Context: an optimization exercise on an open-source flow, tuned for small area, a short achievable clock period and few clock cycles per item. The choices shown serve that exercise and are no tape-out recipe. Where RTL was checked, it was by simulation tests only, not by an equivalence proof against the original. The RTL of runs 1 and 2 was laid out without a check of its function. Power figures rest on the tool's default switching activity, not on a simulated workload.

==> flow/design.v <==
module fxc_conv (
    input  wire        clk,
    input  wire        rst,         
    input  wire        in_valid,
    output wire        in_ready,
    input  wire [31:0] in_cmd,
    input  wire [63:0] in_opnd,
    output reg         out_valid,
    output reg  [63:0] out_data,
    output reg  [1:0]  out_cause,   
    output reg  [2:0]  out_rd
);
    assign in_ready = 1'b1;
    integer i;
    wire [3:0] op  = in_cmd[31:28];
    wire [1:0] ws  = in_cmd[7:6];
    wire [5:0] n   = in_cmd[5:0];
    wire op_ok   = !op[3] && (op[2:0] != 3'd0);
    wire is_conv = (op[2:1] == 2'b11);
    wire row_ok  = op_ok && (in_cmd[27:14] == 14'd0) &&
                   (is_conv || (in_cmd[13:11] == 3'd0));
    wire fmt_ok  = ws[1] ? (ws[0] || !n[5]) : (!n[5] && !n[4] && (ws[0] || !n[3]));
    wire [1:0] cause = !row_ok ? 2'd1 : (!fmt_ok ? 2'd2 : 2'd0);
    wire [1:0] asel = (op == 4'd6) ? 2'd2 : ws;
    reg [63:0] u_in;
    always @(*) begin
        case (asel)
            2'd0:    u_in = {in_opnd[7:0],  56'd0};
            2'd1:    u_in = {in_opnd[15:0], 48'd0};
            2'd2:    u_in = {in_opnd[31:0], 32'd0};
            default: u_in = in_opnd;
        endcase
    end
    reg        v0;
    reg [63:0] u0;
    reg [2:0]  op0;
    reg [1:0]  ws0;
    reg [5:0]  n0;
    reg [2:0]  rd0;
    reg [1:0]  c0;
    always @(posedge clk) begin
        if (rst) v0 <= 1'b0;
        else     v0 <= in_valid;
        u0  <= u_in;
        op0 <= op[2:0];
        ws0 <= ws;
        n0  <= n;
        rd0 <= (cause == 2'd0) ? in_cmd[10:8] : 3'd0;
        c0  <= cause;
    end
    wire ok0      = (c0 == 2'd0);
    wire is_scale = ok0 && (op0 == 3'd1);
    wire is_fmax  = ok0 && (op0 == 3'd2);
    wire is_fmin  = ok0 && (op0 == 3'd3);
    wire is_lmax  = ok0 && (op0 == 3'd4);
    wire is_lmin  = ok0 && (op0 == 3'd5);
    wire is_tofix = ok0 && (op0 == 3'd6);
    wire is_toflt = ok0 && (op0 == 3'd7);
    reg [5:0] wm1, w64;
    always @(*) begin
        case (ws0)
            2'd0:    begin wm1 = 6'd7;  w64 = 6'd56; end
            2'd1:    begin wm1 = 6'd15; w64 = 6'd48; end
            2'd2:    begin wm1 = 6'd31; w64 = 6'd32; end
            default: begin wm1 = 6'd63; w64 = 6'd0;  end
        endcase
    end
    wire [7:0] kexp   = {2'b00, wm1 - n0} + 8'd127;
    wire [7:0] kexpm1 = {2'b00, wm1 - n0} + 8'd126;
    wire        us = u0[63];
    wire [62:0] t  = u0[62:0] ^ {63{us}};
    reg  [5:0]  lzc;
    always @(*) begin
        lzc = 6'd63;
        for (i = 0; i < 63; i = i + 1)
            if (t[i]) lzc = 6'd62 - i[5:0];
    end
    wire tzero = (t == 63'd0);
    reg [63:0] x_flt;
    always @(*) begin
        x_flt[63] = 1'b0;
        for (i = 0; i < 63; i = i + 1)
            x_flt[i] = u0[62 - i];
    end
    wire        f_s = u0[63];
    wire [7:0]  f_e = u0[62:55];
    wire [22:0] f_m = u0[54:32];
    wire        f_nan = (f_e == 8'hFF) && (f_m != 23'd0);
    wire        f_sat = (f_e >= kexp);              
    wire        f_neg = f_s && !f_nan;              
    wire [8:0]  f_q   = {1'b0, f_e} + {3'b000, n0};
    wire        f_big = (f_q <= 9'd126);            
    wire [5:0]  f_r   = 6'd62 - f_q[5:0];           
    wire fix_go  = is_tofix && !f_sat && !f_big;    
    wire lim     = is_fmax || is_fmin || (is_tofix && f_sat);
    wire lim_lo  = is_fmin || (is_tofix && f_neg);
    reg [63:0] x1;
    reg [5:0]  a1;
    always @(*) begin
        x1 = 64'd0;
        if (is_toflt) x1 = x_flt;
        if (fix_go)   x1 = {~f_s, f_m ^ {23{f_s}}, {40{f_s}}};
        if (is_scale || (lim && lim_lo)) x1 = {1'b1, 63'd0};
        if (lim && !lim_lo) x1 = {1'b0, {63{1'b1}}};
        if (is_lmax)  x1 = {64{1'b1}};
        a1 = 6'd0;
        if (is_toflt) a1 = lzc;
        if (fix_go)   a1 = f_r;
        if (lim)      a1 = w64;
        if (is_scale) a1 = ~n0;
    end
    reg        v1;
    reg [63:0] x1_q;
    reg [5:0]  a1_q;
    reg        fill1, sgn1, flt1, zr1, neg1;
    reg [7:0]  ke1;
    reg [2:0]  rd1;
    reg [1:0]  c1;
    always @(posedge clk) begin
        if (rst) v1 <= 1'b0;
        else     v1 <= v0;
        x1_q  <= x1;
        a1_q  <= a1;
        fill1 <= (fix_go && f_s) || (lim && lim_lo) || is_lmax;
        sgn1  <= is_toflt ? us : is_lmin;
        flt1  <= is_toflt || is_lmax || is_lmin;
        zr1   <= is_toflt && tzero && !us;
        neg1  <= fix_go && f_s;
        ke1   <= kexpm1;
        rd1   <= rd0;
        c1    <= c0;
    end
    wire [127:0] sh_in  = {{64{fill1}}, x1_q};
    wire [127:0] sh_out = sh_in >> a1_q;
    wire [7:0]   e2     = zr1 ? 8'd0 : (ke1 - {2'b00, a1_q});
    reg        v2;
    reg [63:0] r2;
    reg [7:0]  e2_q;
    reg        sgn2, flt2, neg2;
    reg [2:0]  rd2;
    reg [1:0]  c2;
    always @(posedge clk) begin
        if (rst) v2 <= 1'b0;
        else     v2 <= v1;
        r2   <= sh_out[63:0];
        e2_q <= e2;
        sgn2 <= sgn1;
        flt2 <= flt1;
        neg2 <= neg1;
        rd2  <= rd1;
        c2   <= c1;
    end
    reg [22:0] mant;
    always @(*) begin
        for (i = 0; i < 23; i = i + 1)
            mant[i] = r2[23 - i] ^ sgn2;        
    end
    wire g   = r2[24] ^ sgn2;                   
    wire l   = r2[23] ^ sgn2;                   
    wire st  = |r2[63:25];                      
    wire inc = sgn2 ? (g || (!st && l)) : (g && (st || l));
    reg [22:0] mant_p1;
    always @(*) begin
        mant_p1[0] = !mant[0];
        for (i = 1; i < 23; i = i + 1)
            mant_p1[i] = mant[i] ^ (&(mant | ~((23'd1 << i) - 23'd1)));
    end
    wire [22:0] frac = inc ? mant_p1 : mant;
    wire        ovf  = (&mant) && inc;
    wire [7:0]  fexp = ovf ? (e2_q + 8'd1) : e2_q;
    reg [63:0] fix_res;
    always @(*) begin
        fix_res[0] = r2[0] ^ neg2;
        for (i = 1; i < 64; i = i + 1)
            fix_res[i] = r2[i] ^ (neg2 && (&(r2 | ~((64'd1 << i) - 64'd1))));
    end
    always @(posedge clk) begin
        if (rst) out_valid <= 1'b0;
        else     out_valid <= v2;
        out_data  <= flt2 ? {32'd0, sgn2, fexp, frac} : fix_res;
        out_cause <= c2;
        out_rd    <= rd2;
    end
endmodule
==> flow/flow/run.sh <==
#!/bin/bash
# The standard layout (standard.sh) with timing repair aimed below the
# clock period, resizing free of footprint matching, and small port buffers
# (repair sizes up the ones on critical paths). Each tool's output stays in
# orfs/logs; make's own output is in flow_make.log.
set -euo pipefail
bash standard.sh SETUP_SLACK_MARGIN=8.6 MATCH_CELL_FOOTPRINT=0 \
  "BUFFER_PORTS_ARGS=-buffer_cell sky130_fd_sc_hd__buf_1" finish > flow_make.log 2>&1
==> flow/standard.sh <==
#!/bin/bash
# synth_recipe.tcl (not shown) runs the flow's synth.tcl, then flattens the netlist and writes it again
# the make line also repeats each setting of config.mk as NAME=value (left out here)
make -C /OpenROAD-flow-scripts/flow DESIGN_CONFIG=/design/flow/config.mk WORK_HOME=/design/flow/orfs CLKGATE_MAP_FILE= SYNTH_SCRIPT=/design/flow/synth_recipe.tcl "${@:-finish}"
==> flow/config.mk <==
export PLATFORM = sky130hd
export DESIGN_NAME = fxc_conv
export DESIGN_NICKNAME = fxc_conv
export VERILOG_FILES = /design/flow/design.v
export SDC_FILE = /design/flow/constraint.sdc
export NUM_CORES = 4
export LEC_CHECK = 0
export CAP_MARGIN = 20
export CORE_MARGIN = 2
export CORE_UTILIZATION = 40
export SLEW_MARGIN = 20
==> flow/constraint.sdc <==
create_clock -name core_clock -period 12.0 [get_ports {clk}]
set_input_delay 2.4000 -clock core_clock [delete_from_list [all_inputs] [get_ports {clk}]]
set_output_delay 2.4000 -clock core_clock [all_outputs]
set_load 0.01 [all_outputs]
==> results of run 1 <==
## metrics by stage
stage               util, %  setup slack [ps]  hold WS, ps  cells  power (mW)
floorplan                 -              8490          310   2218        1.31
CTS                    47.5              8530          325   2912        2.57
finish                 48.0              8550          324   2918        2.56
global placement       42.7              7820          310   2822        1.38
global route           48.0              8420          329   2918        2.66
detailed placement     42.7              7640          313   2822        1.39
## per-layer routing
metal	vias up	part of all wire, %
met5	-	0
met3	132	5.5
met2	573	47
met4	0	4.5
met1	7520	43
li1	7981	-
## worst paths after layout
path | startpoint | to
hold reg to reg | rd1[1] | rd2[1]
hold / removal | rd1[1] | rd2[1]
setup / recovery | ws0[0] | x1_q[17]
setup reg to reg | ws0[0] | x1_q[17]
## synth_stat cells (41+ instances only)
library cell	number
nand2_1	323
dfxtp_1	321
nor2_1	210
o21ai_0	180
a21oi_1	150
clkbuf_1	128
xnor2_1	87
mux2i_1	78
nand3_1	56
xor2_1	52
mux4_2	44
and2_1	43
inv_1	41
## power by group through the flow
stage | combinational [mW] | clock (mW) | sequential, mW
final | 0.238 | 1.17 | 1.15
after global routing | 0.264 | 1.24 | 1.16
after CTS | 0.227 | 1.20 | 1.15
after detailed placement | 0.211 | 0 | 1.17
after global placement | 0.208 | 0 | 1.17
after floorplan | 0.177 | 0 | 1.13
## cell type report
type | count | area [sq um] | share of cell area, %
multi-input cells | 1680 | 11200 | 52.8
inverters | 45 | 173 | 0.812
flip-flops and latches | 321 | 6470 | 30.4
clock inverters | 14 | 224 | 1.05
repair buffers | 215 | 1370 | 6.45
clock buffers | 50 | 1050 | 4.95
repair inverters | 1 | 5.00 | 0.0235
well taps | 592 | 741 | 3.48
## cells in the final DEF (no fill, tap or decap), types with 12 or more instances in the layout
cell and count:
a211oi_1 18, a21oi_1 108, a21oi_2 38, a22o_1 19, a31oi_1 19, and2_1 40, and3_1 14, buf_1 98
buf_2 41, buf_4 23, buf_6 20, clkbuf_16 42, clkbuf_2 18, dfxtp_1 295, dfxtp_2 23, ha_1 27
inv_1 40, mux2_2 12, mux2i_1 78, mux4_2 44, nand2_1 320, nand2b_1 12, nand3_1 55, nand4_1 25
nor2_1 202, nor2b_1 22, nor3_1 30, nor4_1 32, o211ai_1 13, o21a_1 36, o21ai_0 156, o21ai_1 26
o22ai_1 12, or3_1 13, xnor2_1 85, xor2_1 52
## kinds of logic (layout without fill, tap and decap cells)
| group | Yosys count | after routing | share of synthesized area (%) |
|---|---|---|---|
| AO/OA/AOI/OAI | 548 | 548 | 18.7 |
| XOR/XNOR | 139 | 139 | 6.76 |
| multiplexers | 134 | 134 | 10.6 |
| other | 1 | 1 | 0.0208 |
| adder cells (fa/ha/maj) | 32 | 32 | 2.35 |
| flip-flops | 321 | 321 | 35.7 |
| AND/OR/NAND/NOR | 824 | 826 | 21.2 |
| buffers and inverters | 219 | 325 | 4.77 |
## repair_timing
item / 4_1_cts / 5_1_grt
buffers inserted: 11 / 4
endpoints found under the setup margin: 190 / 172
pin swaps: 23 / 17
endpoints found under the hold margin: 0 / 0
gates resized for setup: 215 / 73
cloned: 15 / 2
## sequential cells by signal, indices dropped and copies added (netlist names), 2 cells and up
signal and count:
n0 6, r2 64, c0 2, e2_q 8, out_data 64, u0 64
out_cause 2, x1_q 64, rd1 3, ws0 2, a1_q 6, rd2 3
out_rd 3, ke1 8, op0 3, c1 2, rd0 3, c2 2
## worst reg2reg max path: stages, from the launching register on
cell and delay, ps:
dfxtp_2 340, nor2_4 50, ha_4 150, fa_2 370, xnor2_2 160, xnor2_2 250, buf_4 180, nor2_4 40
nor2_4 120, ha_4 210, a2111oi_4 300, nor2b_1 160, o21ai_1 90, and2_4 180, nor3_4 200, o2bb2ai_4 250
clkbuf_16 250, a21oi_4 40
==> summary.txt, run 1 <==
I/O pin cnt=170; H-tree depth=2; VDD IR-drop max=79.6 uV; largest net degree at the start of global routing=94; unrepaired setup endpoints after global routing=yes; antenna violations before repair=0; delay-heaviest family, CP=simple AND/OR/NAND/NOR gates; gate count after technology mapping=about 2200; Crit Path Max Fanout=7; FILL cells=4325; area post-placement=between 0.015 and 0.02 sq mm; R2R Setup Slk=8550 ps; Synth area leader=dfxtp_1; flops & latches, synth=approximately 320; syn_area_per_cell=8.12 sq um; Slew HR=37.7%; Main synth FF type=dfxtp_1; CTS buffer count=36; Setup TNS=0 ps; Worst R2R Path Depth=17; yosys warns=1; fmax=290 MHz; Die Span Y=216 microns; P_int=approximately 1.9 mW; synth top area cells=dfxtp_1 36%, nand2_1 6.7%, mux4_2 5.5%, o21ai_0 5.0%, nor2_1 4.4%; Hold Crit Class=reg2reg; final hold viol count=0; post-DP HPWL=~40000 microns; post-synth design cell area=between 0.015 and 0.02 sq mm; register share of total power=~45%; area of the core=0.0443 sq mm; row count=77; Critical Path Slowest Stage Cell=fa_2; worst endpoint required time=12430 ps; transition time of the tightest slew-check pin=between 900 and 1000 ps; number of global-route vias before repair=15452; ordered cell list for the critical path=nor2_4, ha_4, fa_2, xnor2_2, xnor2_2, buf_4, nor2_4, nor2_4, ha_4, a2111oi_4, nor2b_1, o21ai_1, and2_4, nor3_4, o2bb2ai_4, clkbuf_16, a21oi_4; DRT Pass-1 Iters=6; critical path endpoint category=register; GP Congestion=0.997; met2 Usage GRT=39.7%; largest incremental delay on the critical path=370 ps; Net Sw Power=0.637 mW; Yosys cell types=83; starting density of the core=between 40% and 50%; port bufs=168; EDFF count, synth=0; antenna cells=0; most used routing layer=met2; cell area after layout=0.0213 sq mm; CP Class=reg2reg; element type at the critical path start=register; status=complete, no violations; min Tclk post-route=3450 ps; global-route wire length before repair=86900 microns; Worst Path Buf+Inv=2; met3 usage=3.23%; top cell type's share of synthesized area=35.7%; Max Cap Viol=0; # setup viols final=0; Pleak=8.22 nW; hold depth=0; Final nets=2431; met1 Usage GRT=29.7%; drc violations=0; final WL=55800 microns; Die W=216 microns; area growth from synthesis to layout=18.0%; CP Data Arrival Time=about 3900 ps; vias per cell=5.55; clk sinks=321; pwr dens=roughly 120 mW/mm^2; combinational share of power=9.3%; GRT Util Overall=23.4%; CP dominant cell by count=nor2_4; Sw Ratio=24.9%; Avg WL per Cell=19.1 microns; clock buffer depth=3; CTS root buffer=clkbuf_16; vias=16206; Max Slew Vio Count=0; period utilisation layout=about 29%; share of layout cells above drive strength 1=between 10% and 20%; Die Area=roughly 0.047 sq mm; TritonCTS clock tree=built; Worst path depth=17; clock network power share=45.7%; clk latency of the worst-skew pair=550 ps; Async SR Flop Fraction=0%; DRT iter0 DRCs=1353; post-route ant nets=0; # hold bufs at CTS=0; Clock transition at path regs=roughly 50 ps; final clock skew=20.6 ps; register area share after synthesis=35.7%; global route overflow=0
==> run 2, diff against run 1 <==
--- a/flow/config.mk
+++ b/flow/config.mk
@@ -7,5 +7,5 @@
 export LEC_CHECK = 0
 export CAP_MARGIN = 20
 export CORE_MARGIN = 2
-export CORE_UTILIZATION = 40
+export CORE_UTILIZATION = 55
 export SLEW_MARGIN = 20
==> run 2 against run 1 <==
First-iteration DRC count shrank 1.7%. Utilization grew 17 points. Clock skew grew 1.2 ps. Total power shrank 0.42%. Clock power is essentially flat. Critical path depth is the same. Worst hold slack gained 0.77 ps. Final cell count shrank 5.2%. Register-to-register slack lost 90 ps. Final area shrank 1.4%. Maximum frequency shrank 2.5%. Critical path type unchanged. Via count grew 1.4%. Still clean on timing, DRC and antenna.
==> summary.txt, run 2 <==
clk latency of the worst-skew pair=520 ps; synth top area cells=dfxtp_1 36%, nand2_1 6.7%, mux4_2 5.5%, o21ai_0 5.0%, nor2_1 4.4%; Critical Path Slowest Stage Cell=dfxtp_4; post-DP HPWL=38100 microns; port bufs=168; DRT Pass-1 Iters=6; gate count after technology mapping=around 2200; GP Congestion=0.969; Hold Crit Class=reg2reg; # setup viols final=0; GRT Util Overall=a little under a third; PnR Total Power=2.55 mW; Slew HR=34.6%; largest net degree at the start of global routing=94; worst hold slack=325 ps; Die Area=between 0.03 and 0.04 sq mm; Setup TNS=0 ps; final clock skew=between 20 and 25 ps; Crit Path Max Fanout=5; antenna violations before repair=0; starting density of the core=55.7%; row count=66; Async SR Flop Fraction=0%; CTS root buffer=clkbuf_16; Die W=185 microns; delay-heaviest family, CP=compound AO/OA/AOI/OAI gates; Final nets=2430; H-tree depth=2; slack of the critical path=around 8500 ps; Synth area leader=dfxtp_1; global-route wire length before repair=84000 microns; TritonCTS clock tree=built; FILL cells=about 2800; status=complete, no violations; critical path endpoint category=register; unrepaired setup endpoints after global routing=yes; Clock transition at path regs=~60 ps; synth cell count leaders=323 x nand2_1, 321 x dfxtp_1, 210 x nor2_1; Die Span Y=between 150 and 200 microns; count leader, synth=nand2_1; antenna cells=0; Yosys cell types=between 80 and 90; final hold viol count=0; clk sinks=321; Avg WL per Cell=19.5 microns; post-route ant nets=0; area of the core=0.0324 sq mm; transition time of the tightest slew-check pin=980 ps; top cell type's share of synthesized area=35.7%; fmax=roughly 280 MHz; vias=16439; clock buffer depth=3; period utilisation layout=just under 30%; register area share after synthesis=35.7%; yosys warns=1; min Tclk post-route=3540 ps; CP Class=reg2reg; most common cell after layout, fill and taps aside=nand2_1; Max Cap Viol=0; Pleak=8.12 nW; flops & latches, synth=approximately 320; CTS buffer count=36; dpl cells=approximately 2700; ordered cell list for the critical path=nor2_4, ha_4, fa_2, xnor2_2, xnor2_2, buf_4, nor2_1, nor2_4, ha_4, a2111oi_4, nor2b_1, o21ai_1, and2_4, a31oi_4, o2bb2ai_4, clkbuf_16, a21o_1; pwr dens=122 mW/mm^2; area growth from synthesis to layout=16.3%; most frequent cells in the layout=319 x nand2_1, 313 x dfxtp_1, 204 x nor2_1; share of layout cells above drive strength 1=14.1%; post-synth design cell area=0.0180 sq mm; Max Slew Vio Count=0; Main synth FF type=dfxtp_1; global route overflow=0; largest incremental delay on the critical path=about 360 ps; worst endpoint required time=12400 ps; number of global-route vias before repair=15462; final WL=54100 microns; EDFF count, synth=0; I/O pin cnt=170; drc violations=0; VDD IR-drop max=116 uV; DRT iter0 DRCs=between 1000 and 1500; element type at the critical path start=register; post-place setup slack=7760 ps; syn_area_per_cell=8.12 sq um; CP Data Arrival Time=3940 ps; Worst Path Buf+Inv=2; vias per cell=5.95; fin cells=2765
run 2: cells by family after synthesis:
family	Yosys count	synth area share (%)
buffers and inverters	219	4.77
flip-flops	321	35.7
AND/OR/NAND/NOR	824	21.2
other	1	0.0208
XOR/XNOR	139	6.76
multiplexers	134	10.6
AO/OA/AOI/OAI	548	18.7
adder cells (fa/ha/maj)	32	2.35
run 2: stage by stage:
stage	area (sq um)	util, %
after floorplan	18100	-
after global placement	18700	57.8
after detailed placement	18700	57.8
after CTS	20600	63.6
after global routing	21000	64.8
final	21000	64.8
run 2: layout make-up:
cell class	count	area, sq um	area share [%]
multi-input combinational	1680	11300	53.7
inverter	45	169	0.806
tap	442	553	2.64
clock buffer	48	1050	5.00
timing repair buffer	215	1280	6.09
sequential	321	6440	30.7
clock inverter	14	210	1.00
run 2: routing by layer:
metal | up-vias | track usage, % | part of all wire [%]
li1 | 7974 | - | -
met1 | 7639 | 38.5 | 41
met2 | 683 | 54.3 | 48
met3 | 143 | 4.21 | 5.8
met4 | 0 | 13.9 | 4.4
met5 | - | 0 | 0
run 2: path summary, 6_finish.rpt:
check	slack, ps	cells after the start	end	startpoint
worst min register to register	320	0	flt2	flt1
worst max register to register	8460	17	x1_q[63]	ws0[1]
worst min-delay path	320	0	flt2	flt1
worst max-delay path	8460	17	x1_q[63]	ws0[1]
run 2: timing repair:
| action | 4_1_cts | 5_1_grt |
|---|---|---|
| cloned | 13 | 1 |
| pin swaps | 16 | 15 |
| setup endpoints to repair | 127 | 159 |
| resized for setup | 68 | 118 |
| setup buffers | 11 | 5 |
| hold buffers | 0 | 0 |
run 2: where the power goes:
part	switching (mW)	total, mW	internal [mW]
Combinational	0.133	0.241	0.108
Clock	0.435	1.16	0.722
Sequential	0.0590	1.15	1.09
run 2: worst reg2reg max path, cell delays in order, from the launching register on:
cell	delay (ps)
dfxtp_4	360
nor2_4	40
ha_4	160
fa_2	350
xnor2_2	160
xnor2_2	160
buf_4	140
nor2_1	200
nor2_4	80
ha_4	230
a2111oi_4	310
nor2b_1	180
o21ai_1	120
and2_4	200
a31oi_4	220
o2bb2ai_4	160
clkbuf_16	200
a21o_1	170
==> run 3, diff against run 2 <==
--- a/flow/design.v
+++ b/flow/design.v
@@ -91,28 +91,26 @@
     wire [8:0]  f_q   = {1'b0, f_e} + {3'b000, n0};
     wire        f_big = (f_q <= 9'd126);            
     wire [5:0]  f_r   = 6'd62 - f_q[5:0];           
-    wire fix_go  = is_tofix && !f_sat && !f_big;    
-    wire lim     = is_fmax || is_fmin || (is_tofix && f_sat);
-    wire lim_lo  = is_fmin || (is_tofix && f_neg);
     reg [63:0] x1;
     reg [5:0]  a1;
     always @(*) begin
         x1 = 64'd0;
         if (is_toflt) x1 = x_flt;
-        if (fix_go)   x1 = {~f_s, f_m ^ {23{f_s}}, {40{f_s}}};
-        if (is_scale || (lim && lim_lo)) x1 = {1'b1, 63'd0};
-        if (lim && !lim_lo) x1 = {1'b0, {63{1'b1}}};
+        if (is_tofix) x1 = {~f_s, f_m ^ {23{f_s}}, {40{f_s}}};
+        if (is_scale || is_fmin) x1 = {1'b1, 63'd0};
+        if (is_fmax)  x1 = {1'b0, {63{1'b1}}};
         if (is_lmax)  x1 = {64{1'b1}};
         a1 = 6'd0;
         if (is_toflt) a1 = lzc;
-        if (fix_go)   a1 = f_r;
-        if (lim)      a1 = w64;
+        if (is_tofix) a1 = f_r;
+        if (is_fmax || is_fmin) a1 = w64;
         if (is_scale) a1 = ~n0;
     end
     reg        v1;
     reg [63:0] x1_q;
     reg [5:0]  a1_q;
-    reg        fill1, sgn1, flt1, zr1, neg1;
+    reg        fill1, sgn1, flt1, zr1, neg1, lim1, limlo1, kill1;
+    reg [1:0]  ws1;
     reg [7:0]  ke1;
     reg [2:0]  rd1;
     reg [1:0]  c1;
@@ -121,17 +119,31 @@
         else     v1 <= v0;
         x1_q  <= x1;
         a1_q  <= a1;
-        fill1 <= (fix_go && f_s) || (lim && lim_lo) || is_lmax;
+        fill1 <= (is_tofix && f_s) || is_fmin || is_lmax;
         sgn1  <= is_toflt ? us : is_lmin;
         flt1  <= is_toflt || is_lmax || is_lmin;
         zr1   <= is_toflt && tzero && !us;
-        neg1  <= fix_go && f_s;
+        neg1  <= is_tofix && f_s && !f_sat && !f_big;
+        lim1  <= is_tofix && f_sat;
+        limlo1 <= f_neg;
+        kill1 <= is_tofix && f_big;
+        ws1   <= ws0;
         ke1   <= kexpm1;
         rd1   <= rd0;
         c1    <= c0;
     end
     wire [127:0] sh_in  = {{64{fill1}}, x1_q};
     wire [127:0] sh_out = sh_in >> a1_q;
+    reg [63:0] fix_max;
+    always @(*) begin
+        case (ws1)
+            2'd0:    fix_max = 64'h0000_0000_0000_007F;
+            2'd1:    fix_max = 64'h0000_0000_0000_7FFF;
+            2'd2:    fix_max = 64'h0000_0000_7FFF_FFFF;
+            default: fix_max = 64'h7FFF_FFFF_FFFF_FFFF;
+        endcase
+    end
+    wire [63:0] r2_in = lim1 ? (limlo1 ? ~fix_max : fix_max) : (kill1 ? 64'd0 : sh_out[63:0]);
     wire [7:0]   e2     = zr1 ? 8'd0 : (ke1 - {2'b00, a1_q});
     reg        v2;
     reg [63:0] r2;
@@ -142,7 +154,7 @@
     always @(posedge clk) begin
         if (rst) v2 <= 1'b0;
         else     v2 <= v1;
-        r2   <= sh_out[63:0];
+        r2   <= r2_in;
         e2_q <= e2;
         sgn2 <= sgn1;
         flt2 <= flt1;
--- a/flow/config.mk
+++ b/flow/config.mk
@@ -7,5 +7,6 @@
 export LEC_CHECK = 0
 export CAP_MARGIN = 20
 export CORE_MARGIN = 2
-export CORE_UTILIZATION = 55
+export CORE_UTILIZATION = 45
+export CTS_BUF_LIST = sky130_fd_sc_hd__clkbuf_8
 export SLEW_MARGIN = 20
==> run 3 against run 2 <==
First-iteration DRC count is 3.8% lower. Combinational power is 8.3% lower. Sequential share of layout area is 0.30 points higher. Setup slack better by 54 ps. Synthesized cell count is 1.6% higher. Largest cell class unchanged. Largest power group is now sequential cells.
==> summary.txt, run 3 <==
clk sinks=326; pwr dens=120 mW/mm^2; count leader, synth=dfxtp_1; vias per cell=5.86; # hold bufs at CTS=0; # setup viols final=0; post-synthesis adder-cell area fraction=2.23%; Avg WL per Cell=20.2 microns; gate count after technology mapping=2253; Simple-Gate Fraction of Synth Area=between 20% and 30%; CP Data Arrival Time=~1100 ps; Worst Path Buf+Inv=1; Setup Buffers After CTS=0; Pleak=8.43 nW; delay-heaviest family, CP=flip-flops; Clock transition at path regs=60 ps; GRT Util Overall=26.5%; DRT iter0 DRCs=1279; area of the core=0.0418 sq mm; Die Area=0.0437 sq mm; CP Class=reg2out; TritonCTS clock tree=built; post-DP HPWL=about 45000 microns; post-route ant nets=0; row count=75; largest family of logic cells by synthesized area=simple AND/OR/NAND/NOR gates; Yosys cell types=89; Final nets=2441; EDFF count, synth=0; DRT Pass-1 Iters=6; unrepaired setup endpoints after global routing=yes; flops & latches, synth=326; FILL cells=4102; final hold viol count=0; Hold Crit Class=reg2reg; largest incremental delay on the critical path=320 ps; post-synth design cell area=0.0189 sq mm; number of global-route vias before repair=16112; min Tclk post-route=3480 ps; final clock skew=46.8 ps; fmax=about 290 MHz; post-synthesis xor/xnor area fraction=5.41%; Crit Path Max Fanout=1; final core utilization=roughly half; CTS root buffer=clkbuf_8; H-tree depth=2; Setup TNS=0 ps; most common cell after layout, fill and taps aside=dfxtp_1; syn_area_per_cell=8.40 sq um; largest net degree at the start of global routing=87; ordered cell list for the critical path=buf_6; multiplexer area fraction after synthesis=13.3%; yosys warns=1; CTS buffer count=53; global route overflow=0; Max Cap Viol=0; Critical Path Slowest Stage Cell=dfxtp_2; Die W=around 210 microns; starting density of the core=a little under half; most frequent cells in the layout=303 x dfxtp_1, 287 x nand2_1, 189 x o21ai_0; transition time of the tightest slew-check pin=1000 ps; synth top area cells=dfxtp_1 34%, mux4_2 7.4%, nand2_1 5.7%, mux2i_1 5.1%, o21ai_0 5.0%; synth cell count leaders=326 x dfxtp_1, 288 x nand2_1, 191 x o21ai_0; R2R Setup Slk=slightly below 9000 ps; Max Slew Vio Count=0; top cell type's share of synthesized area=34.5%; antenna cells=0; Slew HR=33.3%; clock buffer depth=3; GP Congestion=around 0.97; drc violations=0; element type at the critical path start=register; Async SR Flop Fraction=0%; port bufs=168; critical path endpoint category=output port; share of layout cells above drive strength 1=13.6%; global-route wire length before repair=around 91000 microns; clk latency of the worst-skew pair=660 ps; Compound-Gate Fraction of Synth Area=roughly 18%; register area share after synthesis=34.5%; area growth from synthesis to layout=11.7%; period utilisation layout=a little under 30%; Main synth FF type=dfxtp_1; VDD IR-drop max=94.4 uV; status=complete, no violations; vias=16941; worst endpoint required time=9600 ps; Die Span Y=209 microns; Synth area leader=dfxtp_1; Resized cells post-CTS=157; final WL=around 59000 microns; antenna violations before repair=0; I/O pin cnt=170
run 3: per-layer routing:
layer | global-route usage, % | vias to the layer above | wire length [microns]
met5 | 0 | - | 0
met4 | 12.8 | 0 | 2720
li1 | - | 8256 | -
met1 | 32.4 | 7931 | 24600
met3 | 3.19 | 128 | 2780
met2 | 46.2 | 626 | 28500
run 3: kinds of logic (layout without fill, tap and decap cells):
logic type / count (synthesis) / after routing
muxes: 172 / 172
other: 1 / 1
adders and majority gates: 32 / 32
DFF: 326 / 326
xor gates and xnor gates: 117 / 117
and+or+nand+nor: 831 / 831
AOI/OAI and AO/OA: 550 / 550
buffers and inverters: 224 / 324
run 3: worst paths after layout:
| kind | from | cells after the start | endpoint |
|---|---|---|---|
| worst max-delay path | out_data[6] | 1 | out_data[6] |
| worst min-delay path | rd2[2] | 0 | out_rd[2] |
| worst max register to register | a1_q[0] | 7 | r2[6] |
| worst min register to register | rd2[2] | 0 | out_rd[2] |
run 3: cell type report:
| type | count | area, sq um | share of cell area (%) |
|---|---|---|---|
| Tap cell | 539 | 674 | 3.19 |
| Clock inverter | 35 | 404 | 1.91 |
| Sequential cell | 326 | 6560 | 31.0 |
| Multi-Input combinational cell | 1703 | 11500 | 54.4 |
| Inverter | 41 | 154 | 0.728 |
| Timing Repair Buffer | 185 | 971 | 4.59 |
| Clock buffer | 63 | 867 | 4.10 |
run 3: report_power, final:
part / switching (mW) / total [mW] / internal, mW
registers: 0.0650 / 1.18 / 1.11
logic: 0.124 / 0.221 / 0.0966
clock network: 0.455 / 1.13 / 0.676
total: 0.644 / 2.53 / 1.88
run 3: through the flow:
| step | power (mW) | hold WS (ps) | setup slack [ps] | std cells | cell area [sq um] |
|---|---|---|---|---|---|
| floorplan | 1.34 | 310 | 8580 | 2253 | 19000 |
| global route | 2.63 | 336 | 8470 | 2892 | 21100 |
| detailed placement | 1.42 | 314 | 7900 | 2794 | 19600 |
| global placement | 1.41 | 311 | 7930 | 2794 | 19600 |
| finish | 2.53 | 325 | 8520 | 2892 | 21100 |
| CTS | 2.56 | 327 | 8460 | 2892 | 21000 |
Testbench counts of run 3, summed over its fixed seeds: cycles 24,024, items 24,000.
==> run 4, diff against run 3 <==
==> flow/flow/run.sh (replaced) <==
#!/bin/bash
# The standard layout (standard.sh) with: timing repair aimed below the
# clock period; resizing free of footprint matching; small port buffers
# (repair sizes up the ones on critical paths); ABC's buffers removed before
# placement (repair_design buffers again where needed); CTS without dummy
# loads, clkbuf_16 at the root and branch points and clkbuf_8 at the leaves.
# Each tool's output stays in orfs/logs; make's own output in flow_make.log.
set -euo pipefail
bash standard.sh SETUP_SLACK_MARGIN=8.6 MATCH_CELL_FOOTPRINT=0 REMOVE_ABC_BUFFERS=1 \
  "BUFFER_PORTS_ARGS=-buffer_cell sky130_fd_sc_hd__buf_1" \
  "CTS_ARGS=-sink_clustering_enable -repair_clock_nets -dont_use_dummy_load -root_buf sky130_fd_sc_hd__clkbuf_16 -tree_buf sky130_fd_sc_hd__clkbuf_16 -buf_list sky130_fd_sc_hd__clkbuf_8" \
  finish > flow_make.log 2>&1
--- a/flow/config.mk
+++ b/flow/config.mk
@@ -8,5 +8,4 @@
 export CAP_MARGIN = 20
 export CORE_MARGIN = 2
 export CORE_UTILIZATION = 45
-export CTS_BUF_LIST = sky130_fd_sc_hd__clkbuf_8
 export SLEW_MARGIN = 20
==> run 4 against run 3 <==
Largest cell class unchanged. Final area is 3.0% lower. Wire length shrank 2.5%. Clock skew up 12 ps. Register-to-register slack improved by 20 ps. Sequential share of layout area is 0.87 points higher. Setup slack better by 100 ps. Utilization down 1.5 points. Flip-flop and latch count is the same. Maximum frequency up 3.1%.
==> summary.txt, run 4 <==
status=complete, no violations; CP Data Arrival Time=~980 ps; transition time of the tightest slew-check pin=1080 ps; GP Congestion=roughly 0.94; port bufs=between 150 and 200; clk sinks=roughly 330; post-route ant nets=0; fmax=just under 300 MHz; post-synth design cell area=around 0.019 sq mm; CTS root buffer=clkbuf_16; critical path endpoint category=output port; number of global-route vias before repair=15948; Worst Path Buf+Inv=1; top cell type's share of synthesized area=between 30 and 40%; Pleak=8.01 nW; GRT Util Overall=25.8%; dpl cells=2795; pwr dens=108 mW/mm^2; starting density of the core=~45%; period utilisation layout=28.2%; global route overflow=0; element type at the critical path start=register; Synth area leader=dfxtp_1; VDD IR-drop max=93.2 uV; gate count after technology mapping=approximately 2300; Slew HR=28.2%; EDFF count, synth=0; register area share after synthesis=34.5%; drc violations=0; H-tree depth=2; Die W=209 microns; CTS buffer count=53; syn_area_per_cell=8.40 sq um; flops & latches, synth=approximately 330; min Tclk post-route=roughly 3400 ps; Async SR Flop Fraction=0%; global-route wire length before repair=roughly 89000 microns; Main synth FF type=dfxtp_1; Max Cap Viol=0; Avg WL per Cell=about 20 microns; largest incremental delay on the critical path=about 320 ps; antenna violations before repair=0; delay-heaviest family, CP=flip-flops; row count=75; Max Slew Vio Count=0; most common cell after layout, fill and taps aside=dfxtp_1; area growth from synthesis to layout=8.31%; post-DP HPWL=43200 microns; DRT Pass-1 Iters=5; yosys warns=1; largest net degree at the start of global routing=87; count leader, synth=dfxtp_1; unrepaired setup endpoints after global routing=yes; worst reg2reg startpoint=u0[63]; final hold viol count=0; ordered cell list for the critical path=buf_6; synth cell count leaders=326 x dfxtp_1, 288 x nand2_1, 191 x o21ai_0; Yosys cell types=89; worst endpoint required time=around 9600 ps; Critical Path Slowest Stage Cell=dfxtp_2; Die Span Y=209 microns; worst hold path startpoint=rd1[1]; final WL=about 57000 microns; Crit Path Max Fanout=1; vias=between 15000 and 20000; # hold bufs at CTS=0; TritonCTS clock tree=built; vias per cell=approximately 6; Setup TNS=0 ps; fin cells=2849; Clock transition at path regs=60 ps; Final nets=roughly 2400; antenna cells=0; final clock skew=58.9 ps; PnR Total Power=between 2 and 2.5 mW; area of the core=0.0418 sq mm; clk latency of the worst-skew pair=roughly 550 ps; synth top area cells=dfxtp_1 34%, mux4_2 7.4%, nand2_1 5.7%, mux2i_1 5.1%, o21ai_0 5.0%; Hold Crit Class=reg2reg; Critical path origin=out_cause[1]; I/O pin cnt=between 150 and 200; Die Area=0.0437 sq mm; clock buffer depth=3; most frequent cells in the layout=317 x dfxtp_1, 287 x nand2_1, 189 x o21ai_0; # setup viols final=0; CP Class=reg2out; DRT iter0 DRCs=1652; share of layout cells above drive strength 1=10.7%
-- run 4: cell count changes in the layout (fill, tap and decap cells not counted), moves of 10 or more --
cell      delta
buf_2       -35
inv_1       -10
dfxtp_2     -14
clkbuf_8    -15
buf_6       -14
buf_1       +21
clkinv_2    -13
dfxtp_1     +14
clkbuf_2    +28
-- run 4: layout make-up --
class / count / area [sq um]
clock buffers: 53 / 786
fillers: 4033 / 21300
inverters: 41 / 154
multi-input cells: 1703 / 11500
flip-flops and latches: 326 / 6540
well taps: 539 / 674
repair buffers: 187 / 872
-- run 4: where the power goes --
part	internal (mW)	switching [mW]	total (mW)
clock network	0.426	0.387	0.813
registers	1.11	0.0701	1.18
logic	0.0962	0.122	0.218
total	1.64	0.579	2.21
-- run 4: what timing repair did --
action                                  4_1_cts  5_1_grt
endpoints found under the setup margin       44       74
buffers inserted                              0        1
endpoints found under the hold margin         0        0
pin swaps                                     0        1
gates resized for setup                      63       19
-- run 4: logic make-up after synthesis --
logic type | share of synthesized area, %
simple gates | 21.3
compound gates | 18.2
flops | 34.5
buf+inv | 5.04
mux | 13.3
xor+xnor | 5.41
fa+ha+maj | 2.23
other cells | 0.0198
-- run 4: final timing paths --
kind	endpoint	slack (ps)	depth (start not counted)
setup reg to reg	a1_q[3]	8790	8
setup / recovery	out_cause[1]	8620	1
hold reg to reg	rd2[1]	320	0
hold / removal	rd2[1]	320	0
-- run 4: stage by stage --
step / worst slack (ps) / cell area [sq um] / hold slack [ps] / utilization, %
after floorplan: 7610 / 18100 / 310 / -
after global placement: 8160 / 19600 / 312 / 46.9
after detailed placement: 8050 / 19600 / 312 / 46.9
after CTS: 8580 / 20400 / 327 / 49.0
after global routing: 8590 / 20500 / 332 / 49.1
final: 8620 / 20500 / 324 / 49.1
-- run 4: routing by layer --
| layer | track usage (%) | up-vias | routed length (microns) |
|---|---|---|---|
| li1 | - | 8217 | - |
| met5 | 0 | - | 0 |
| met1 | 31.7 | 7956 | 24100 |
| met2 | 43.8 | 624 | 26900 |
| met4 | 13.5 | 0 | 2940 |
| met3 | 3.73 | 164 | 3150 |
==> run 5, diff against run 4 <==
--- a/flow/flow/run.sh
+++ b/flow/flow/run.sh
@@ -6,7 +6,7 @@
 # loads, clkbuf_16 at the root and branch points and clkbuf_8 at the leaves.
 # Each tool's output stays in orfs/logs; make's own output in flow_make.log.
 set -euo pipefail
-bash standard.sh SETUP_SLACK_MARGIN=8.6 MATCH_CELL_FOOTPRINT=0 REMOVE_ABC_BUFFERS=1 \
+bash standard.sh SETUP_SLACK_MARGIN=8.7 MATCH_CELL_FOOTPRINT=0 REMOVE_ABC_BUFFERS=1 \
   "BUFFER_PORTS_ARGS=-buffer_cell sky130_fd_sc_hd__buf_1" \
   "CTS_ARGS=-sink_clustering_enable -repair_clock_nets -dont_use_dummy_load -root_buf sky130_fd_sc_hd__clkbuf_16 -tree_buf sky130_fd_sc_hd__clkbuf_16 -buf_list sky130_fd_sc_hd__clkbuf_8" \
   finish > flow_make.log 2>&1
==> run 5 against run 4 <==
Synthesized area is the same. Register-to-register slack gained 90 ps. Critical endpoint unchanged. Total power is essentially flat. Final cell count is essentially flat. Clock power is essentially flat. Highest routed layer unchanged. Sequential share of layout area shrank 0.17 points. Clock skew is essentially flat.
==> summary.txt, run 5 <==
most common cell after layout, fill and taps aside=dfxtp_1; unrepaired setup endpoints after global routing=yes; DRT iter0 DRCs=1664; Setup TNS=0 ps; I/O pin cnt=170; fin cells=2850; count leader, synth=dfxtp_1; global-route wire length before repair=88800 microns; Clock transition at path regs=roughly 60 ps; Hold Crit Class=reg2reg; post-synth design cell area=0.0189 sq mm; antenna violations before repair=0; largest incremental delay on the critical path=320 ps; worst reg2reg startpoint=r2[17]; gate count after technology mapping=~2300; # setup viols final=0; period utilisation layout=28.2%; port bufs=168; starting density of the core=45.3%; area growth from synthesis to layout=9.07%; post-place setup slack=8050 ps; status=complete, no violations; clk sinks=326; hold depth=0; ordered cell list for the critical path=buf_6; post-synthesis adder-cell area fraction=2.23%; synth top area cells=dfxtp_1 34%, mux4_2 7.4%, nand2_1 5.7%, mux2i_1 5.1%, o21ai_0 5.0%; Async SR Flop Fraction=0%; slack of the critical path=roughly 8600 ps; final core utilization=49.4%; number of global-route vias before repair=15972; min Tclk post-route=3380 ps; VDD IR-drop max=93.2 uV; post-route ant nets=0; GP Congestion=0.940; transition time of the tightest slew-check pin=1070 ps; global route overflow=0; Worst R2R Path Depth=7; element type at the critical path start=register; H-tree depth=2; Yosys cell types=89; Critical Path Slowest Stage Cell=dfxtp_2; Worst path depth=1; largest net degree at the start of global routing=87; post-synthesis xor/xnor area fraction=5.41%; CTS buffer count=53; drc violations=0; Final nets=2444; flops & latches, synth=about 330; FILL cells=4022; Max Cap Viol=0; vias=between 15000 and 20000; RR Endpoint=out_data[63]; CP Class=reg2out; post-DP HPWL=43200 microns; CP Data Arrival Time=980 ps; multiplexer area fraction after synthesis=13.3%; final WL=57200 microns; fmax=296 MHz; worst hold path endpoint=rd2[1]; EDFF count, synth=0; synth cell count leaders=326 x dfxtp_1, 288 x nand2_1, 191 x o21ai_0; DRT Pass-1 Iters=6; Crit Path Max Fanout=1; delay-heaviest family, CP=flip-flops; top cell type's share of synthesized area=34.5%; Compound-Gate Fraction of Synth Area=18.2%; Worst Path Buf+Inv=1; Avg WL per Cell=around 20 microns; worst endpoint required time=between 9000 and 10000 ps; pwr dens=107 mW/mm^2; worst hold path startpoint=rd1[1]; syn_area_per_cell=around 8.4 sq um; register area share after synthesis=34.5%; R2R Setup Slk=8880 ps; dpl cells=2795; critical path endpoint category=output port; clk latency of the worst-skew pair=550 ps; CTS root buffer=clkbuf_16; clock buffer depth=3; vias per cell=between 5 and 6; Die Span Y=209 microns; Slew HR=about 29%; Synth area leader=dfxtp_1; Pleak=about 8 nW; Simple-Gate Fraction of Synth Area=between 20% and 30%; antenna cells=0; final hold viol count=0; Main synth FF type=dfxtp_1; largest family of logic cells by synthesized area=simple AND/OR/NAND/NOR gates; Die W=about 210 microns; Die Area=0.0437 sq mm; area of the core=0.0418 sq mm; Max Slew Vio Count=0; worst hold slack=between 300 and 400 ps; yosys warns=1; GRT Util Overall=25.8%; final clock skew=58.7 ps; most frequent cells in the layout=308 x dfxtp_1, 287 x nand2_1, 189 x o21ai_0; TritonCTS clock tree=built; share of layout cells above drive strength 1=approximately 12%; row count=75
[run 5: cell counts after synthesis]
Identical to the previous run, type by type.
[run 5: per-layer routing]
metal	track usage [%]	vias to the layer above	wire, microns
li1	-	8213	-
met1	31.7	7923	24000
met2	43.9	609	27200
met3	3.74	155	3110
met4	13.5	0	2880
met5	0	-	0
[run 5: per-stage QoR]
step / power (mW) / cell area [sq um]
2_1_floorplan: 1.33 / 18100
3_3_place_gp: 1.41 / 19600
3_5_place_dp: 1.42 / 19600
4_1_cts: 2.24 / 20500
5_1_grt: 2.31 / 20600
6_report: 2.21 / 20600
[run 5: kinds of logic (layout without fill, tap and decap cells)]
family | count (synthesis) | in the layout
compound gates | 550 | 550
fa+ha+maj | 32 | 32
mux | 172 | 172
simple gates | 831 | 831
xor+xnor | 117 | 117
other cells | 1 | 1
flops | 326 | 326
buf+inv | 224 | 282
[run 5: where the power goes]
part / total (mW) / switching, mW / internal, mW
Clock: 0.812 / 0.386 / 0.426
Combinational: 0.219 / 0.122 / 0.0970
Sequential: 1.18 / 0.0702 / 1.11
Total: 2.21 / 0.578 / 1.64
[run 5: final cells by class]
type,count,area (sq um),share of cell area (%)
Timing Repair Buffer,188,978,4.74
Inverter,41,154,0.745
Sequential cell,326,6550,31.7
Multi-Input combinational cell,1703,11500,55.7
Tap cell,539,674,3.27
Clock buffer,53,786,3.81
[run 5: what timing repair did]
| action | in CTS | in global routing |
|---|---|---|
| hold endpoints to repair | 0 | 0 |
| setup buffers | 0 | 2 |
| gates resized for setup | 147 | 29 |
| pin swaps | 0 | 2 |
| hold buffers | 0 | 0 |
| setup endpoints to repair | 118 | 119 |
[run 5: how the worst max path moves through the flow]
stage	slack, ps	startpoint	to
global placement	8160	in_cmd[6]	u0[40]
global route	8590	out_cause[1]	out_cause[1]
detailed placement	8050	in_cmd[6]	u0[27]
floorplan	7610	a1_q[0]	e2_q[7]
CTS	8590	out_cause[0]	out_cause[0]
finish	8620	out_cause[1]	out_cause[1]
==> run 6, diff against run 5 <==
==> flow/flow/run.sh (replaced) <==
#!/bin/bash
# The standard layout (standard.sh) with: timing repair aimed below the
# clock period; resizing free of footprint matching; small port buffers
# (repair sizes up the ones on critical paths); ABC's buffers removed before
# placement (repair_design buffers again where needed); CTS without dummy
# loads. Each tool's output stays in orfs/logs; make's output in flow_make.log.
set -euo pipefail
bash standard.sh SETUP_SLACK_MARGIN=8.6 MATCH_CELL_FOOTPRINT=0 REMOVE_ABC_BUFFERS=1 \
  "BUFFER_PORTS_ARGS=-buffer_cell sky130_fd_sc_hd__buf_1" \
  "CTS_ARGS=-sink_clustering_enable -repair_clock_nets -dont_use_dummy_load -buf_list sky130_fd_sc_hd__clkbuf_8" \
  finish > flow_make.log 2>&1
==> run 6 against run 5 <==
Wire length down 0.27%. Flip-flop and latch count is the same. Register-to-register slack lost 80 ps. Largest power group unchanged.
==> summary.txt, run 6 <==
status=complete, no violations; final core utilization=between 40% and 50%; most frequent cells in the layout=308 x dfxtp_1, 288 x nand2_1, 189 x o21ai_0; post-route ant nets=0; Die W=209 microns; Avg WL per Cell=about 20 microns; top cell type's share of synthesized area=between 30% and 40%; register area share after synthesis=between 30% and 40%; slack of the critical path=roughly 8500 ps; yosys warns=1; period utilisation layout=28.9%; gate count after technology mapping=2253; vias=16942; R2R Setup Slk=8800 ps; fmax=288 MHz; drc violations=0; Async SR Flop Fraction=0%; antenna cells=0; Setup TNS=0 ps; DRT Pass-1 Iters=6; antenna violations before repair=0; post-synth design cell area=0.0189 sq mm; worst endpoint required time=approximately 9600 ps; TritonCTS clock tree=built; final WL=57000 microns; count leader, synth=dfxtp_1; most common cell after layout, fill and taps aside=dfxtp_1; area of the core=0.0418 sq mm; ordered cell list for the critical path=buf_6; Max Cap Viol=0; final hold viol count=0; share of layout cells above drive strength 1=12.0%; area growth from synthesis to layout=8.48%; clock buffer depth=3; Synth area leader=dfxtp_1; Die Area=around 0.044 sq mm; Hold Crit Class=reg2reg; Critical Path Slowest Stage Cell=dfxtp_2; RR Endpoint=a1_q[3]; GRT Util Overall=25.7%; largest incremental delay on the critical path=~320 ps; flops & latches, synth=around 330; CTS root buffer=clkbuf_8; Max Slew Vio Count=0; Pleak=8.11 nW; global route overflow=0; post-place setup slack=8050 ps; VDD IR-drop max=92.6 uV; clk sinks=~330; clk latency of the worst-skew pair=640 ps; Crit Path Max Fanout=1; H-tree depth=2; synth top area cells=dfxtp_1 34%, mux4_2 7.4%, nand2_1 5.7%, mux2i_1 5.1%, o21ai_0 5.0%; Final nets=2443; vias per cell=5.95; worst hold slack=325 ps; # setup viols final=0; Critical path origin=out_cause[1]; Slew HR=between 20% and 30%; # hold bufs at CTS=0; largest net degree at the start of global routing=87; transition time of the tightest slew-check pin=between 1000 and 1500 ps; row count=75; port bufs=168; DRT iter0 DRCs=1596; Worst Path Buf+Inv=1; Worst path depth=1; PnR Total Power=2.17 mW; EDFF count, synth=0; Yosys cell types=between 80 and 90; GP Congestion=0.940; Setup crit end=out_cause[1]; synth cell count leaders=326 x dfxtp_1, 288 x nand2_1, 191 x o21ai_0; worst reg2reg startpoint=u0[63]; Clock transition at path regs=60 ps; final clock skew=77.5 ps; delay-heaviest family, CP=flip-flops; Die Span Y=209 microns; CP Class=reg2out; pwr dens=between 100 and 150 mW/mm^2; post-DP HPWL=43200 microns; Main synth FF type=dfxtp_1; critical path endpoint category=output port; syn_area_per_cell=8.40 sq um; starting density of the core=45.3%; I/O pin cnt=170; CTS buffer count=53; hold depth=0; element type at the critical path start=register; CP Data Arrival Time=1070 ps; unrepaired setup endpoints after global routing=yes; global-route wire length before repair=between 80000 and 90000 microns; Worst R2R Path Depth=8; number of global-route vias before repair=15965; FILL cells=between 4000 and 5000; min Tclk post-route=3470 ps
==> run 6: final cells by class <==
type	instances	area, sq um	area share (%)
inverters	41	154	0.749
repair buffers	187	951	4.63
well taps	539	674	3.28
multi-input cells	1703	11500	55.9
clock buffers	53	729	3.55
flip-flops and latches	326	6550	31.9
==> run 6: timing repair <==
action,CTS,global route
pin swaps,0,1
gates resized for setup,146,22
setup endpoints to repair,70,90
setup buffers,0,1
==> run 6: metrics by stage <==
step / cell area, sq um / std cells
floorplan: 18100 / 2070
global placement: 19600 / 2794
detailed placement: 19600 / 2795
CTS: 20400 / 2848
global route: 20500 / 2849
finish: 20500 / 2849
==> run 6: kinds of logic (layout without fill, tap and decap cells) <==
family,after synthesis,after routing,synth area share (%)
XOR/XNOR,117,117,5.41
AO/OA/AOI/OAI,550,550,18.2
other,1,1,0.0198
flip-flops,326,326,34.5
adder cells (fa/ha/maj),32,32,2.23
buffers and inverters,224,281,5.04
AND/OR/NAND/NOR,831,831,21.3
multiplexers,172,172,13.3
==> run 6: power by group <==
part / leakage, nW / internal (mW) / switching, mW / total (mW)
Sequential: 2.66 / 1.11 / 0.0701 / 1.18
Combinational: 5.07 / 0.0963 / 0.121 / 0.218
Clock: 0.381 / 0.386 / 0.380 / 0.766
Total: 8.11 / 1.60 / 0.572 / 2.17
==> run 6: worst min-delay path by stage <==
stage / from / to
after global routing: rd1[0] / rd2[0]
after floorplan: c1[0] / c2[0]
final: rd1[1] / rd2[1]
after global placement: rd0[2] / rd1[2]
after detailed placement: c1[1] / c2[1]
after CTS: rd2[1] / out_rd[1]
==> run 6: layer usage <==
layer	share of wire [%]	track usage (%)
met5	0	0
met4	4.9	13.4
met3	5.5	3.73
met2	47	43.8
met1	42	31.7
==> run 7, diff against run 6 <==
==> flow/flow/run.sh (replaced) <==
#!/bin/bash
# The standard layout (standard.sh) with: timing repair aimed below the
# clock period; resizing free of footprint matching; small port buffers
# (repair sizes up the ones on critical paths); ABC's buffers removed before
# placement (repair_design buffers again where needed); CTS without dummy
# loads, clkbuf_16 at the root and branch points and clkbuf_8 at the leaves,
# each leaf driving up to 16 registers.
# Each tool's output stays in orfs/logs; make's own output in flow_make.log.
set -euo pipefail
bash standard.sh SETUP_SLACK_MARGIN=8.6 MATCH_CELL_FOOTPRINT=0 REMOVE_ABC_BUFFERS=1 \
  "BUFFER_PORTS_ARGS=-buffer_cell sky130_fd_sc_hd__buf_1" \
  "CTS_ARGS=-sink_clustering_enable -sink_clustering_size 16 -sink_clustering_max_diameter 80 -repair_clock_nets -dont_use_dummy_load -root_buf sky130_fd_sc_hd__clkbuf_16 -tree_buf sky130_fd_sc_hd__clkbuf_16 -buf_list sky130_fd_sc_hd__clkbuf_8" \
  finish > flow_make.log 2>&1
--- a/flow/config.mk
+++ b/flow/config.mk
@@ -7,5 +7,5 @@
 export LEC_CHECK = 0
 export CAP_MARGIN = 20
 export CORE_MARGIN = 2
-export CORE_UTILIZATION = 45
+export CORE_UTILIZATION = 55
 export SLEW_MARGIN = 20
==> run 7 against run 6 <==
Synthesized area unchanged. Sequential share of layout area grew 0.72 points. Final cell count is 4.2% lower.
==> summary.txt, run 7 <==
status=complete, no violations; register area share after synthesis=around 34%; met1 Usage GRT=between 30% and 40%; antenna violations before repair=1; ordered cell list for the critical path=buf_6; Setup TNS=0 ps; vias per cell=6.18; pwr dens=96.8 mW/mm^2; global route overflow=0; worst reg2reg startpoint=r2[27]; H-tree depth=1; clk sinks=~330; clock buffer depth=3; CTS buffer count=25; Critical Path Slowest Stage Cell=dfxtp_2; Clock transition at path regs=100 ps; global-route wire length before repair=86900 microns; CTS root buffer=clkbuf_16; starting density of the core=between 50% and 60%; most used routing layer=met2; Yosys cell types=89; Synth area leader=dfxtp_1; CP Class=reg2out; # setup viols final=0; GRT Util Overall=a little under a third; clock network power share=between 20 and 30%; vias=16863; EDFF count, synth=0; post-DP HPWL=41700 microns; drc violations=0; Worst Path Buf+Inv=1; fmax=296 MHz; met3 usage=3.35%; Pleak=between 7 and 8 nW; Die Area=between 0.03 and 0.04 sq mm; gate count after technology mapping=2253; Die Span Y=about 190 microns; area growth from synthesis to layout=6.14%; largest net degree at the start of global routing=78; final core utilization=59.6%; VDD IR-drop max=110 uV; Worst R2R Path Depth=7; Async SR Flop Fraction=0%; Avg WL per Cell=20.4 microns; synth top area cells=dfxtp_1 34%, mux4_2 7.4%, nand2_1 5.7%, mux2i_1 5.1%, o21ai_0 5.0%; worst hold path endpoint=out_cause[1]; worst endpoint required time=9600 ps; transition time of the tightest slew-check pin=around 1100 ps; CP Data Arrival Time=980 ps; final clock skew=approximately 37 ps; Max Slew Vio Count=0; min Tclk post-route=3380 ps; unrepaired setup endpoints after global routing=yes; Final nets=2414; number of global-route vias before repair=15743; port bufs=168; most frequent cells in the layout=305 x dfxtp_1, 287 x nand2_1, 187 x o21ai_0; hold depth=0; post-route ant nets=0; Crit Path Max Fanout=1; antenna cells=0; I/O pin cnt=170; DRT Pass-1 Iters=6; clk latency of the worst-skew pair=530 ps; met2 Usage GRT=52.7%; count leader, synth=dfxtp_1; TritonCTS clock tree=built; most common cell after layout, fill and taps aside=dfxtp_1; post-synth design cell area=between 0.015 and 0.02 sq mm; final WL=55600 microns; combinational share of power=11.2%; Max Cap Viol=0; final hold viol count=0; R2R Setup Slk=8710 ps; top cell type's share of synthesized area=34.5%; worst hold path startpoint=c2[1]; largest incremental delay on the critical path=340 ps; P_int=roughly 1.4 mW; Sw Ratio=a little over a quarter; Main synth FF type=dfxtp_1; delay-heaviest family, CP=flip-flops; register share of total power=60.7%; yosys warns=1; period utilisation layout=28.1%; flops & latches, synth=326; Net Sw Power=~0.53 mW; GP Congestion=1.02; # hold bufs at CTS=0; Hold Crit Class=reg2reg; row count=67; element type at the critical path start=register; share of layout cells above drive strength 1=10.8%; area of the core=0.0337 sq mm; DRT iter0 DRCs=1484; critical path endpoint category=output port; synth cell count leaders=326 x dfxtp_1, 288 x nand2_1, 191 x o21ai_0; Slew HR=24.6%; Die W=190 microns; RR Endpoint=out_data[10]; syn_area_per_cell=8.40 sq um
run 7: worst max-delay path by stage:
stage	cells past startpoint	end	slack, ps	start
after floorplan	8	e2_q[7]	7610	a1_q[0]
after global placement	5	u0[36]	8180	in_cmd[6]
after detailed placement	5	u0[38]	8050	in_cmd[6]
after CTS	1	out_data[25]	8580	out_data[25]
after global routing	1	out_data[16]	8580	out_data[16]
final	1	out_data[12]	8620	out_data[12]
run 7: cells by family after synthesis:
kind of cell	after synthesis	synth area share, %
AND/OR/NAND/NOR	831	21.3
AO/OA/AOI/OAI	550	18.2
flip-flops	326	34.5
buffers and inverters	224	5.04
multiplexers	172	13.3
XOR/XNOR	117	5.41
adder cells (fa/ha/maj)	32	2.23
other	1	0.0198
run 7: layout make-up:
cell class | count | area (sq um)
Sequential cell | 326 | 6560
Multi-Input combinational cell | 1703 | 11500
Fill cell | 3140 | 13600
Timing Repair Buffer | 186 | 953
Inverter | 41 | 154
Clock buffer | 25 | 378
Tap cell | 448 | 561
run 7: repair_timing:
| action | CTS | global route |
|---|---|---|
| setup endpoints to repair | 56 | 124 |
| resized for setup | 74 | 68 |
| buffers inserted | 0 | 0 |
| cloned | 0 | 0 |
run 7: layer usage:
metal  vias up  share of wire, %
met2       657                48
met5         -             0.020
li1       8169                 -
met3       138               5.6
met4         2               4.8
met1      7897                41
run 7: power by group through the flow:
stage	clock network [mW]	registers, mW	logic, mW
after CTS	0.563	1.18	0.215
after floorplan	0	1.18	0.150
after global routing	0.602	1.18	0.244
after detailed placement	0	1.20	0.214
after global placement	0	1.20	0.207
final	0.546	1.18	0.218
run 7: per-stage QoR:
stage	setup WS [ps]	hold slack (ps)	total power [mW]	area, sq um	std cells
2_1_floorplan	7610	310	1.33	18100	2070
3_3_place_gp	8180	312	1.41	19500	2704
3_5_place_dp	8050	313	1.42	19500	2704
4_1_cts	8580	335	1.96	20000	2729
5_1_grt	8580	340	2.03	20100	2729
6_report	8620	324	1.94	20100	2729
==> run 8, diff against run 7 <==
--- a/flow/config.mk
+++ b/flow/config.mk
@@ -7,5 +7,6 @@
 export LEC_CHECK = 0
 export CAP_MARGIN = 20
 export CORE_MARGIN = 2
-export CORE_UTILIZATION = 55
+export CORE_UTILIZATION = 45
 export SLEW_MARGIN = 20
+export TNS_END_PERCENT = 10
==> run 8 against run 7 <==
Still clean on timing, DRC and antenna. Register-to-register slack gained 30 ps. Die area grew 22%. Final cell count grew 3.3%. Flip-flop and latch count is the same. Synthesized cell count is the same. Critical path type unchanged. Largest cell class unchanged. Largest power group unchanged.
==> summary.txt, run 8 <==
Setup TNS=0 ps; transition time of the tightest slew-check pin=1050 ps; Hold Crit Class=reg2reg; fin cells=around 2800; unrepaired setup endpoints after global routing=yes; critical path endpoint category=output port; global route overflow=0; clk sinks=around 330; vias per cell=5.92; area of the core=0.0418 sq mm; Avg WL per Cell=20.1 microns; yosys warns=1; Synth area leader=dfxtp_1; CTS root buffer=clkbuf_16; clk latency of the worst-skew pair=540 ps; share of layout cells above drive strength 1=8.07%; starting density of the core=45.3%; Crit Path Max Fanout=1; # hold bufs at CTS=0; worst endpoint required time=9600 ps; final WL=56800 microns; Main synth FF type=dfxtp_1; Slew HR=29.8%; post-synth design cell area=~0.019 sq mm; Max Cap Viol=0; final hold viol count=0; Pleak=7.66 nW; Critical Path Slowest Stage Cell=dfxtp_2; largest net degree at the start of global routing=between 80 and 90; Die Area=0.0437 sq mm; min Tclk post-route=about 3400 ps; global-route wire length before repair=88000 microns; Die Span Y=209 microns; synth cell count leaders=326 x dfxtp_1, 288 x nand2_1, 191 x o21ai_0; Die W=209 microns; # setup viols final=0; clock buffer depth=3; gate count after technology mapping=2253; dpl cells=2795; slack of the critical path=8600 ps; Async SR Flop Fraction=0%; Max Slew Vio Count=0; worst hold slack=334 ps; synth top area cells=dfxtp_1 34%, mux4_2 7.4%, nand2_1 5.7%, mux2i_1 5.1%, o21ai_0 5.0%; EDFF count, synth=0; drc violations=0; most frequent cells in the layout=319 x dfxtp_1, 288 x nand2_1, 189 x o21ai_0; vias=16700; CP Class=reg2out; antenna violations before repair=0; pwr dens=96.9 mW/mm^2; register area share after synthesis=34.5%; delay-heaviest family, CP=flip-flops; H-tree depth=1; ordered cell list for the critical path=clkbuf_2; syn_area_per_cell=between 8 and 9 sq um; TritonCTS clock tree=built; I/O pin cnt=170; status=complete, no violations; DRT iter0 DRCs=about 1700; flops & latches, synth=326; Worst Path Buf+Inv=1; final clock skew=29.6 ps; row count=75; post-route ant nets=0; largest incremental delay on the critical path=340 ps; Clock transition at path regs=100 ps; post-DP HPWL=43200 microns; most common cell after layout, fill and taps aside=dfxtp_1; fmax=295 MHz; FILL cells=a little over 4000; port bufs=168; period utilisation layout=28.3%; CTS buffer count=25; register area=0.00654 sq mm; VDD IR-drop max=78.3 uV; number of global-route vias before repair=around 16000; Yosys cell types=just under 90; area growth from synthesis to layout=5.74%; area of the multi-input gates=0.0115 sq mm; DRT Pass-1 Iters=6; GP Congestion=about 0.94; count leader, synth=dfxtp_1; top cell type's share of synthesized area=34.5%; post-place setup slack=just over 8000 ps; GRT Util Overall=between 20% and 30%; element type at the critical path start=register; Final nets=2414; CP Data Arrival Time=1000 ps; antenna cells=0
-- run 8: worst paths after layout --
path	startpoint	endpoint	slack, ps	cells past startpoint
hold reg to reg	rd2[1]	out_rd[1]	330	0
setup / recovery	out_cause[1]	out_cause[1]	8600	1
setup reg to reg	a1_q[0]	r2[20]	8740	8
hold / removal	rd2[1]	out_rd[1]	330	0
-- run 8: what timing repair did --
action | in CTS | in global routing
setup endpoints to repair | 61 | 126
gates resized for setup | 25 | 1
setup buffers | 0 | 0
-- run 8: kinds of logic after synthesis --
logic type | synth area share (%)
simple gates | 21.3
compound gates | 18.2
flops | 34.5
buf+inv | 5.04
mux | 13.3
xor+xnor | 5.41
fa+ha+maj | 2.23
other cells | 0.0198
-- run 8: worst register-to-register path, cell delays in order, from the launching register on --
cell     delay (ps)
dfxtp_4         720
buf_4           600
mux4_2          610
nand2_1          90
nand2_1         110
mux2i_1         370
nor2_1           80
nor3_1          240
o21ai_0         250
-- run 8: routing by layer --
metal | wire length, microns | GRT usage (%) | vias up
met2 | 27100 | 44.1 | 572
met1 | 24200 | 31.9 | 7848
li1 | - | - | 8145
met5 | 0 | 0 | -
met3 | 2860 | 2.69 | 135
met4 | 2570 | 11.3 | 0
-- run 8: area by class of cell --
class,instances,share of cell area (%)
multi-input cells,1703,57.3
clock buffers,25,1.89
inverters,41,0.769
flip-flops and latches,326,32.7
repair buffers,186,3.99
well taps,539,3.37
-- run 8: where the power goes --
group	switching, mW	internal [mW]	leakage (nW)
Sequential	0.0704	1.11	2.66
Clock	0.332	0.210	0.195
Combinational	0.121	0.0959	4.81
Total	0.524	1.42	7.66
-- run 8: stage by stage --
stage,utilization [%],power (mW),instance area [sq um]
floorplan,-,1.33,18100
global placement,46.9,1.41,19600
detailed placement,46.9,1.42,19600
CTS,47.9,1.96,20000
global route,47.9,2.03,20000
finish,47.9,1.94,20000

-- what the ideal ports hide --
In the flow no input, the clock included, has a driving cell. The finished layouts below were timed again as built, in two steps. Step 1 assumes that a clkbuf_16 drives the clock port and a buf_2 every other input. Step 2 moves the port delays by t, midway between the first and last clock arrival at a register: inputs arrive t later, outputs are due t later. That takes back most of the time a late clock gives input paths. Three values: no drivers, after step 1, after step 2; two values: the first two.
| run | shift t [ns] | setup slack, ns | clock arrival spread, ns | pins driven straight from the clock port |
|---|---|---|---|---|
| run 1 | 0.595 | 8.549 / 8.549 / 8.167 | 0.021 / 0.022 | 1 |
| run 2 | 0.565 | 8.461 / 8.461 / 8.175 | 0.022 / 0.022 | 1 |
| run 3 | 0.682 | 8.515 / 8.468 / 8.141 | 0.046 / 0.047 | 1 |
| run 4 | 0.574 | 8.619 / 8.566 / 8.160 | 0.062 / 0.062 | 1 |
| run 5 | 0.573 | 8.619 / 8.566 / 8.249 | 0.061 / 0.061 | 1 |
| run 6 | 0.647 | 8.531 / 8.481 / 8.170 | 0.078 / 0.078 | 1 |
| run 7 | 0.564 | 8.625 / 8.570 / 8.187 | 0.038 / 0.038 | 1 |
| run 8 | 0.572 | 8.604 / 8.553 / 8.141 | 0.029 / 0.030 | 1 |
After both steps setup and hold are still met in every run listed. For run 8, which loses most, drivers alone change the setup slack by -0.051 ns; drivers and shift together by -0.463 ns.
